Source: an optimization exercise on an open RTL-to-GDS flow (aim: small area and a short achievable clock period). Production flows keep margins and buffers that such runs may drop.
Only simulation tests tie the RTL to the original design; equivalence was not proved.
Power is estimated from default activity; no workload was simulated.

**flow/config.mk**
```make
export PLATFORM = sky130hd
export DESIGN_NAME = pocsag_rx
export DESIGN_NICKNAME = pocsag_rx
export VERILOG_FILES = /design/flow/design.v
export SDC_FILE = /design/flow/constraint.sdc
export NUM_CORES = 4
export LEC_CHECK = 0
export CAP_MARGIN = 20
export CORE_MARGIN = 2
export CORE_UTILIZATION = 40
export SLEW_MARGIN = 20
```
**flow/constraint.sdc**
```tcl
create_clock -name core_clock -period 12.0 [get_ports {clk}]
set_input_delay 2.4000 -clock core_clock [delete_from_list [all_inputs] [get_ports {clk}]]
set_output_delay 2.4000 -clock core_clock [all_outputs]
set_load 0.01 [all_outputs]
```
**flow/design.v**
```verilog
module pocsag_slicer #(
    parameter SAMPLE_W = 16,
    parameter K        = 7,
    parameter SPB      = 4
) (
    input  wire                clk,
    input  wire                rst,
    input  wire                in_valid,
    input  wire [SAMPLE_W-1:0] in_sample,
    output wire                bit_valid,
    output wire                bit_val
);
    localparam MAG_W = SAMPLE_W + K;
    localparam SUM_W = SAMPLE_W + $clog2(SPB);
    localparam CNT_W = (SPB > 1) ? $clog2(SPB) : 1;
    localparam CMP_W = MAG_W + $clog2(SPB + 1) + 2;
    reg  [MAG_W-1:0] mag_acc;
    reg  [SUM_W-1:0] bit_sum;
    reg  [CNT_W-1:0] samp_cnt;
    wire [SAMPLE_W-1:0] abs_s = in_sample[SAMPLE_W-1] ? (~in_sample + 1'b1) : in_sample;
    wire [MAG_W-1:0] mag_next = mag_acc - (mag_acc >> K) + {{K{1'b0}}, abs_s};
    wire [SUM_W-1:0] sum_next = bit_sum + {{(SUM_W-SAMPLE_W){in_sample[SAMPLE_W-1]}}, in_sample};
    wire last_samp = (samp_cnt == SPB - 1);
    wire signed [CMP_W-1:0] lhs = $signed({{(CMP_W-SUM_W){sum_next[SUM_W-1]}}, sum_next}) <<< (K + 1);
    wire signed [CMP_W-1:0] rhs = $signed({{(CMP_W-MAG_W){1'b0}}, mag_next}) * SPB;
    assign bit_valid = in_valid & last_samp;
    assign bit_val   = (lhs > rhs);
    always @(posedge clk) begin
        if (rst) begin
            mag_acc  <= {MAG_W{1'b0}};
            bit_sum  <= {SUM_W{1'b0}};
            samp_cnt <= {CNT_W{1'b0}};
        end else if (in_valid) begin
            mag_acc <= mag_next;
            if (last_samp) begin
                bit_sum  <= {SUM_W{1'b0}};
                samp_cnt <= {CNT_W{1'b0}};
            end else begin
                bit_sum  <= sum_next;
                samp_cnt <= samp_cnt + 1'b1;
            end
        end
    end
endmodule
module pocsag_bch (
    input  wire [31:0] cw_in,
    output reg  [31:0] cw_out,
    output reg         fail
);
    localparam [32*11-1:0] SYN_TAB = {
        11'h769, 11'h3B5, 11'h1DB, 11'h785, 11'h3C3, 11'h689, 11'h345, 11'h1A3,
        11'h7B9, 11'h3DD, 11'h1EF, 11'h79F, 11'h4A7, 11'h53B, 11'h5F5, 11'h2FB,
        11'h615, 11'h30B, 11'h6ED, 11'h377, 11'h6D3, 11'h401, 11'h201, 11'h101,
        11'h081, 11'h041, 11'h021, 11'h011, 11'h009, 11'h005, 11'h003, 11'h001
    };
    reg [10:0] syn;
    reg [31:0] flip;
    integer p;
    always @* begin
        syn = 11'd0;
        for (p = 0; p < 32; p = p + 1)
            if (cw_in[p])
                syn = syn ^ SYN_TAB[p*11 +: 11];
        flip = 32'd0;
        for (p = 0; p < 32; p = p + 1)
            if (syn == SYN_TAB[p*11 +: 11])
                flip[p] = 1'b1;
        cw_out = cw_in ^ flip;
        fail   = (syn != 11'd0) && (flip == 32'd0);
    end
endmodule
module pocsag_rx (
    input  wire        clk,
    input  wire        rst,
    input  wire        in_valid,
    input  wire [15:0] in_sample,
    output reg         pre_found,
    output reg         sync_found,
    output wire        out_valid,
    output wire [3:0]  out_index,
    output wire [31:0] out_word,
    output wire        out_fail,
    output wire        out_addr
);
    localparam SPB = 4;
    localparam PRE_LEN   = 576;
    localparam PRE_MIN_T = 519;             
    localparam [31:0] SYNC_WORD = 32'h7CD215D8;
    localparam [1:0] S_PRE   = 2'd0,
                     S_SYNC  = 2'd1,
                     S_BATCH = 2'd2;
    wire bit_valid, bit_val;
    pocsag_slicer #(.SAMPLE_W(16), .K(7), .SPB(SPB)) u_slicer (
        .clk       (clk),
        .rst       (rst),
        .in_valid  (in_valid),
        .in_sample (in_sample),
        .bit_valid (bit_valid),
        .bit_val   (bit_val)
    );
    reg [1:0] state;
    reg [PRE_LEN-1:0] pwin;
    reg [9:0]         pheld;
    reg [9:0]         ptrans;
    wire       pfull     = (pheld == PRE_LEN);
    wire       t_add     = (pheld != 10'd0) & (bit_val ^ pwin[0]);
    wire       t_sub     = pfull & (pwin[PRE_LEN-1] ^ pwin[PRE_LEN-2]);
    wire [9:0] ptrans_n  = ptrans + {9'd0, t_add} - {9'd0, t_sub};
    wire [9:0] pheld_n   = pfull ? pheld : pheld + 10'd1;
    wire       pre_match = (pheld_n == PRE_LEN) && (ptrans_n >= PRE_MIN_T);
    reg  [31:0] sr;
    reg  [4:0]  scnt;         
    reg  [3:0]  widx;         
    reg  [31:0] batch [0:15];
    wire [31:0] sr_n = {sr[30:0], bit_val};
    reg        emit_active;
    reg  [3:0] eidx;
    always @(posedge clk) begin
        if (rst) begin
            state       <= S_PRE;
            pheld       <= 10'd0;
            ptrans      <= 10'd0;
            scnt        <= 5'd0;
            widx        <= 4'd0;
            pre_found   <= 1'b0;
            sync_found  <= 1'b0;
            emit_active <= 1'b0;
            eidx        <= 4'd0;
        end else begin
            pre_found  <= 1'b0;
            sync_found <= 1'b0;
            if (emit_active) begin
                eidx <= eidx + 4'd1;
                if (eidx == 4'd15)
                    emit_active <= 1'b0;
            end
            if (bit_valid) begin
                case (state)
                    S_PRE: begin
                        pwin <= {pwin[PRE_LEN-2:0], bit_val};
                        if (pre_match) begin
                            pheld     <= 10'd0;
                            ptrans    <= 10'd0;
                            scnt      <= 5'd0;
                            state     <= S_SYNC;
                            pre_found <= 1'b1;
                        end else begin
                            pheld  <= pheld_n;
                            ptrans <= ptrans_n;
                        end
                    end
                    S_SYNC: begin
                        sr <= sr_n;
                        if (scnt == 5'd31 && sr_n == SYNC_WORD) begin
                            scnt       <= 5'd0;
                            widx       <= 4'd0;
                            state      <= S_BATCH;
                            sync_found <= 1'b1;
                        end else if (scnt != 5'd31) begin
                            scnt <= scnt + 5'd1;
                        end
                    end
                    S_BATCH: begin
                        sr   <= sr_n;
                        scnt <= scnt + 5'd1;
                        if (scnt == 5'd31) begin
                            batch[widx] <= sr_n;
                            widx        <= widx + 4'd1;
                            if (widx == 4'd15) begin
                                state       <= S_SYNC;
                                emit_active <= 1'b1;
                                eidx        <= 4'd0;
                            end
                        end
                    end
                    default: state <= S_PRE;
                endcase
            end
        end
    end
    wire [31:0] raw = batch[eidx];
    pocsag_bch u_bch (
        .cw_in  (raw),
        .cw_out (out_word),
        .fail   (out_fail)
    );
    assign out_valid = emit_active;
    assign out_index = eidx;
    assign out_addr  = ~raw[31];
endmodule
```
**flow/run.sh**
```bash
#!/bin/bash
# synth_recipe.tcl (not shown) runs the flow's synth.tcl, then flattens the netlist and writes it again
# the make line also repeats each setting of config.mk as NAME=value (left out here)
make -C /OpenROAD-flow-scripts/flow DESIGN_CONFIG=/design/flow/config.mk WORK_HOME=/design/flow/orfs CLKGATE_MAP_FILE= SYNTH_SCRIPT=/design/flow/synth_recipe.tcl finish
```
==> notes.md <==
==> kinds of logic (layout without fill, tap and decap cells) <==
group / after synthesis / in the layout / share of synthesized area [%]
DFF: 1200 / 1200 / 71.3
xor gates and xnor gates: 341 / 341 / 6.28
adders and majority gates: 101 / 101 / 2.83
buffers and inverters: 154 / 398 / 1.55
muxes: 306 / 306 / 10.7
AOI/OAI and AO/OA: 234 / 234 / 3.03
and+or+nand+nor: 435 / 435 / 4.35
==> cells in the final DEF, fill, tap and decap left out, drive strengths merged, types with 14 or more instances in the layout <==
master	count
ha	83
clkinv	47
inv	78
nand3	24
clkdlybuf4s50	58
buf	46
mux2i	123
clkbuf	153
mux4	166
a22oi	21
xnor2	200
or3	19
nor3	37
a21oi	79
dfxtp	81
o21ai	38
nand2b	22
nor2	145
nor2b	23
a21o	16
edfxtp	1119
nand2	93
and3	14
fa	18
mux2	17
xor2	135
==> per-stage QoR <==
stage / hold slack [ns] / setup slack, ns / area, um^2 / total power, uW
after global routing: 0.417 / 0.0587 / 56000 / 9930
final: 0.403 / 0.743 / 56000 / 9510
after CTS: 0.410 / 0.710 / 56000 / 9610
after global placement: 0.405 / 0.128 / 52000 / 5860
after floorplan: 0.400 / -4.70 / 49500 / 5590
after detailed placement: 0.405 / -0.0366 / 52000 / 5870
==> registers in the layout (all words and copies together) (netlist names) <==
signal	count
pwin	576
batch	512
sr	31
u_slicer.mag_acc	23
u_slicer.bit_sum	18
pheld	10
ptrans	10
scnt	5
eidx	4
widx	4
state	2
u_slicer.samp_cnt	2
emit_active	1
pre_found	1
sync_found	1
==> cell type report <==
type / instances / share of cell area (%)
clock buffers: 153 / 5.62
clock inverters: 70 / 1.42
inverters: 71 / 0.480
multi-input cells: 1417 / 24.2
flip-flops and latches: 1200 / 62.9
well taps: 1625 / 3.63
repair buffers: 104 / 1.71
==> cell usage after synthesis (all sizes together), types with 54 or more instances <==
master and n:
xor2 135, dfxtp 81, ha 83, nor2 145
edfxtp 1119, mux4 166, nand2 93, a21oi 79
mux2i 123, inv 71, buf 54, xnor2 200
==> repair_timing <==
action / CTS / global route
setup buffers: 0 / 0
gates resized for setup: 0 / 1
setup endpoints to repair: 0 / 1
==> power groups by stage <==
stage | Combinational [uW] | Clock (uW) | Sequential [uW]
after floorplan | 906 | 0 | 4680
after global placement | 1180 | 0 | 4680
after detailed placement | 1190 | 0 | 4680
after CTS | 1200 | 3810 | 4600
after global routing | 1350 | 3980 | 4600
final | 1190 | 3720 | 4600
==> path summary, 6_finish.rpt <==
path,start,to,slack (ns),cells past startpoint
worst max register to register,u_slicer.mag_acc[8],scnt[2],3.06,43
worst min-delay path,pwin[4],pwin[5],0.40,0
worst min register to register,pwin[4],pwin[5],0.40,0
worst max-delay path,in_sample[0],scnt[2],0.74,47
==> routing by layer <==
| layer | up-vias | share of wire [%] |
|---|---|---|
| met4 | 0 | 2.2 |
| met5 | - | 0 |
| li1 | 11000 | - |
| met3 | 150 | 4.6 |
| met2 | 608 | 48 |
| met1 | 12800 | 45 |
==> impl_metrics.json <==
{
  "max_stage_delay_ns": 0.60,
  "p_comb_share_pct": 12.5,
  "clock_latency_ns": 0.71,
  "die_h_um": 355,
  "power.share.clock_pct": 39.1,
  "grt_use_met3_pct": 2.41,
  "drv_cap": 0,
  "drtAntennaViolNets": 0,
  "critPathMaxFanout": 8,
  "worstSetupStartpointType": "input pin",
  "use_met1_pct": 23.3,
  "fin_util_pct": 45.8,
  "avgRoutedWirePerCell_um": 22.3,
  "crit_family": "compound AO/OA/AOI/OAI gates",
  "min_path_type": "reg -> reg",
  "remaining_drc_errors": 0,
  "synth_edf_count": 1119,
  "final.setup_skew_ns": 0.0251,
  "worst_slew_pin_slew_ns": 1.06,
  "grt_pass1_wl_um": 158000,
  "ctsHoldBuffers": 0,
  "grt_pass1_vias": 25000,
  "synth_area_um2": 49400,
  "synth_cells": 2771,
  "via_count": 24500,
  "yosysUniqueCellTypes": 79,
  "vias_per_cell": 5.29,
  "path_buf_inv": 5,
  "grt-busiest-layer": "met2",
  "gp_congestion": 0.858,
  "grt_start_max_net_pins": 175,
  "numPortBuffers": 59,
  "grt_usage_pct": 16.4,
  "p_seq_share_pct": 48.3,
  "avgSynthCellArea_um2": 17.8,
  "hpwlAfterDp_um": 62300,
  "yosysWarnings": 3,
  "cpMostUsedCell": "a21oi_1",
  "crit_type": "in -> reg",
  "outcome": "finished clean",
  "hold_violations": 0,
  "fmax_ghz": 0.0888,
  "drt_iter0_drc": 2021,
  "antenna_found_initial": 0,
  "area_delta_synth_final_pct": 13.4,
  "num-nets-final": 3033,
  "wirelength_um": 103000,
  "core.rowCount": 128,
  "netlist_top_cells_area": "edfxtp_1 68%, mux4_2 7.2%, xnor2_1 3.5%",
  "drive_gt1_share_pct": 15.0,
  "cts_root_buf": "clkbuf_16",
  "power_switching_uw": 2270,
  "internal-power_uw": 7240,
  "antenna_cells": 0,
  "dieArea_um2": 126000,
  "clock-sinks": 1200,
  "dr.pass1.iters": 7,
  "cp.required_ns": 12.66,
  "placedCellCount": 4416,
  "yosysTopAreaCellShare_pct": 68.0,
  "cts_buffer_depth": 3,
  "ys_seq_area_share_pct": 71.3,
  "ir_drop_mv": 0.140,
  "timing.final.crit_period_ns": 11.26,
  "h-tree-depth": 3,
  "yosys_register_bits": 1200,
  "finalMaxSlewViolations": 0,
  "multi_input_area_um2": 13600,
  "fin_cells": 4640,
  "critPathArrivalTime_ns": 11.92,
  "io_pins": 60,
  "post-route-period-util_pct": 93.8,
  "synth_top_cell_by_area": "edfxtp_1",
  "overflow": 0,
  "power_leakage_uw": 0.0162,
  "rsz0062_at_grt": "no",
  "coreArea_um2": 122000,
  "critPathCaptureType": "flip-flop",
  "powerDensity_nw_per_um2": 170,
  "cts.clk_slew.worst_paths_ns": 0.06,
  "cts_tree": "yes",
  "async_flop_share_pct": 0,
  "initial_core_util_pct": 40.4,
  "fillers": 10300,
  "die_w_um": 355,
  "slew_headroom_pct": 27.1,
  "sw_frac_of_total_pct": 23.9,
  "setup_viol": 0,
  "tritoncts.num_buffers": 119,
  "fin_tns_setup_ns": 0,
  "seqCellArea_um2": 35200,
  "cpMaxStageDelayCell": "fa_1",
  "syn-num-nets": 2891,
  "dominantRegCellSynth": "edfxtp_1",
  "grt.met2_usage_pct": 26.6
}

==> static timing again, ports no longer ideal <==
In the flow no input, the clock included, has a driving cell. The finished layout below was timed again as built, in two steps.
Step 1 sets driving cells, clkbuf_16 on the clock port and buf_2 on the other inputs (assumed; they add their load-dependent delay and slew).
Step 2 times the ports against the registers' clock, not the clock port: input delays grow and output delays shrink by t, the midpoint of the rising clock arrivals with the driver on.
Three values: ideal ports, drivers, drivers and shift; two values: the first two.
shift t [ns]: 0.772
slack for setup (ns): 0.743 / 0.788 / 0.016
slew at the worst register clock pin (ns): 0.07 / 0.07
worst data-port slew with drivers (ns): 0.03
After both steps this run still meets setup and hold. For this run, drivers alone change the setup slack by +0.045 ns; drivers and shift together by -0.727 ns.
